Source: an optimization exercise on an open RTL-to-GDS flow (aim: small area). Production flows keep margins and buffers that such runs may drop.
The RTL was checked by simulation tests, not by an equivalence proof against the original design.

## main
// dbgseq
module dbgseq (
    input  wire        clk,
    input  wire        rst,
    input  wire        bus_en,
    input  wire        bus_we,
    input  wire [1:0]  bus_size,
    input  wire [12:0] bus_addr,
    input  wire [31:0] bus_wdata,
    output reg  [31:0] bus_rdata,
    output reg         bus_err,
    output wire        swclk,
    output wire        swdio_o,
    output wire        swdio_oe,
    input  wire        swdio_i
);
    localparam [31:0]  PARAM1 = 32'h0001023E;
    localparam [7:0] OP_PULSE   = 8'h01;
    localparam [7:0] OP_RDBIT   = 8'h02;
    localparam [7:0] OP_WRBIT   = 8'h03;
    localparam [7:0] OP_SETDIR  = 8'h04;
    localparam [7:0] OP_WRBITS  = 8'h05;
    localparam [7:0] OP_RDBITS  = 8'h06;
    localparam [7:0] OP_PARITY  = 8'h07;
    localparam [7:0] OP_CONNECT = 8'h10;
    localparam [7:0] OP_XFER_RD = 8'h20;
    localparam [7:0] OP_XFER_WR = 8'h21;
    localparam [7:0] OP_DUMP    = 8'h30;
    localparam [2:0] RES_NONE      = 3'd0;
    localparam [2:0] RES_OK        = 3'd1;
    localparam [2:0] RES_FAIL      = 3'd2;
    localparam [2:0] RES_FOUND     = 3'd3;
    localparam [2:0] RES_NOT_FOUND = 3'd4;
  ...
export LEC_CHECK = 0
export CAP_MARGIN = 20
export CORE_MARGIN = 2
export CORE_UTILIZATION = 40
export SLEW_MARGIN = 20
create_clock -name core_clock -period 10.0 [get_ports {clk}]
standard.sh (not shown) runs the stock make flow with config.mk's settings and CLKGATE_MAP_FILE= SYNTH_SCRIPT=/design/flow/synth_recipe.tcl, a recipe that flattens the netlist after the stock synthesis.
==> flow/flow/run.sh <==
#!/bin/bash
# The standard layout (standard.sh, standard synthesis included) with two
# changes passed to ORFS through its own variables:
#  - clock tree: sink clusters of up to 20 registers within 70 um, and no
#    dummy loads on the leaf buffers
#  - port buffers: sky130_fd_sc_hd__buf_1 instead of the delay buffer
# make's full output goes to flow_make.log; each ORFS step also keeps its
# own log under orfs/logs/.
set -euo pipefail
export CTS_ARGS="-sink_clustering_enable -repair_clock_nets -dont_use_dummy_load -sink_clustering_size 20 -sink_clustering_max_diameter 70"
export BUFFER_PORTS_ARGS="-buffer_cell sky130_fd_sc_hd__buf_1"
bash standard.sh > flow_make.log 2>&1
Changes in the feature branch relative to main:
--- a/flow/design.v
+++ b/flow/design.v
@@ -98,31 +98,30 @@
     reg        swclk_q;
     reg        dir_q;
     reg        sdo_q;
     reg [31:0] cyccnt;
     reg [2:0]  sstate;
     reg        busy;         
     reg        done;         
-    reg        ph;           
     reg [4:0]  seq;
     reg [5:0]  cnt;
-    reg        lr2;
     reg [2:0]  op;
     reg [7:0]  arg;          
     reg [31:0] sh;           
     reg [1:0]  tph;
     reg [8:0]  tack;         
     reg        trpar;        
     reg        par;          
     reg        rec_any;
     reg        ok_q;
     reg [2:0]  dstep;        
     reg [4:0]  wc;           
     reg        bwe;          
     wire hbusy = busy | done;
+    wire ph = ~swclk_q;
     assign swclk    = swclk_q;
     assign swdio_oe = dir_q;
     assign swdio_o  = sdo_q;
     wire        is_reg    = (bus_addr < 13'h030);
     wire        is_buf    = (bus_addr >= 13'h1000) && (bus_addr < 13'h1040);
     wire        reg_ok    = is_reg && (bus_size == 2'd2) && (bus_addr[1:0] == 2'b00);
     wire        buf_ok    = is_buf && !bus_we &&
@@ -304,17 +303,15 @@
                 wc  <= wc + 5'd1;
                 swp <= 1'b0;
             end
             if (do_setdir)
                 dir_q <= c_b[0];
             if (eng_start) begin
                 busy    <= 1'b1;
-                ph      <= 1'b0;
                 cnt     <= 6'd0;
-                lr2     <= 1'b0;
                 rec_any <= 1'b0;
                 dstep   <= 3'd0;
                 wc      <= 5'd0;
                 sh      <= (c_op == OP_RDBIT || c_op == OP_RDBITS) ? 32'b0 :
                            (c_op == OP_CONNECT) ? {25'b0, ALERT_SEED} :
                            {wdata[31:1], (c_op == OP_WRBIT) ? c_b[0] : wdata[0]};
                 case (c_op)
@@ -334,15 +331,14 @@
                 wc  <= wc + 5'd1;
                 swp <= 1'b0;
             end
             if (st_now) begin
                 sh  <= st_at0 ? ring[15] : ring[7];
                 swp <= 1'b1;
             end
-            ph      <= 1'b1;
             swclk_q <= 1'b0;
             dir_q   <= cyc_dir;
             if (cyc_wr)
                 sdo_q <= cyc_bit;
             if (seq == Q_REQ)
                 par <= 1'b0;
             if (seq == Q_A0 || seq == Q_A1 || seq == Q_A2 || seq == Q_A3)
@@ -360,15 +356,14 @@
             if (seq == Q_RPAR)
                 trpar <= swdio_i;
         end else begin
             if (st_now) begin
                 sh  <= st_at0 ? ring[15] : ring[7];
                 swp <= 1'b1;
             end
-            ph      <= 1'b0;
             swclk_q <= 1'b1;
             if (!seg_last) begin
                 cnt <= cnt + 6'd1;
             end else begin
                 cnt <= 6'd0;
                 case (seq)
                     Q_PRIM: finish(1'b1);
@@ -379,25 +374,24 @@
                     Q_WI:  seq <= Q_ACT;
                     Q_ACT: begin
                         seq    <= Q_LRH;
                         sstate <= SS_LINE_RESET;
                     end
                     Q_LRH: seq <= Q_LRI;
                     Q_LRI: begin
-                        if (!lr2) begin
+                        if (sstate == SS_LINE_RESET) begin
                             seq    <= Q_MS;
                             sstate <= SS_MODE_SWITCH;
                         end else begin
                             sstate <= SS_ID_REQUEST;
                             start_tx;
                         end
                     end
                     Q_MS: begin
                         seq    <= Q_LRH;
-                        lr2    <= 1'b1;
                         sstate <= SS_LINE_RESET2;
                     end
                     Q_REQ: seq <= Q_TRN;
                     Q_TRN: seq <= Q_ACK;
                     Q_ACK: begin
                         if (tph == TP_ABORT)
                             seq <= Q_WTRN;
### Flow results
The feature branch against main: estimated wirelength of the detail-placed design shrank by 3.1 mm; footprint of the multi-input gates shrank by 64 µm²; count of inverters other than clock inverters in the layout shrank by 13%. Final critical-path required period improves in the feature branch relative to main. Of main and the feature branch, the run reporting the higher first-iteration DRC count was main. Compared to main, the feature branch shows a wider setup margin. Number of instances in the synthesized netlist went down by a few percent going from main to the feature branch. Number of placed instances, taps included is lower on the feature branch.

## separate check: timing with driven ports
No port has a modelled driver above. Below, the same layouts with a new extraction and two added sets of constraints. Step 1 sets driving cells, clkbuf_16 on the clock port and buf_2 on the other inputs (assumed; they add their load-dependent delay and slew). Step 2 moves the port delays by t, midway between the first and last clock arrival at a register: inputs arrive t later, outputs are due t later. That takes back most of the time a late clock gives input paths. a / b / c = ideal ports / drivers / drivers and shift; a / b = the first two.
run	t, ns	setup slack, ns	latest minus earliest clock arrival (ns)	cell pins on the clock port's net
main	0.675	3.928 / 3.973 / 3.298	0.069 / 0.070	1
the feature branch	0.677	4.429 / 4.474 / 3.797	0.079 / 0.078	1
After both steps setup and hold are still met in every run listed. The setup slack of the feature branch, which loses most, moves by +0.045 ns with the drivers and by -0.632 ns with both steps.
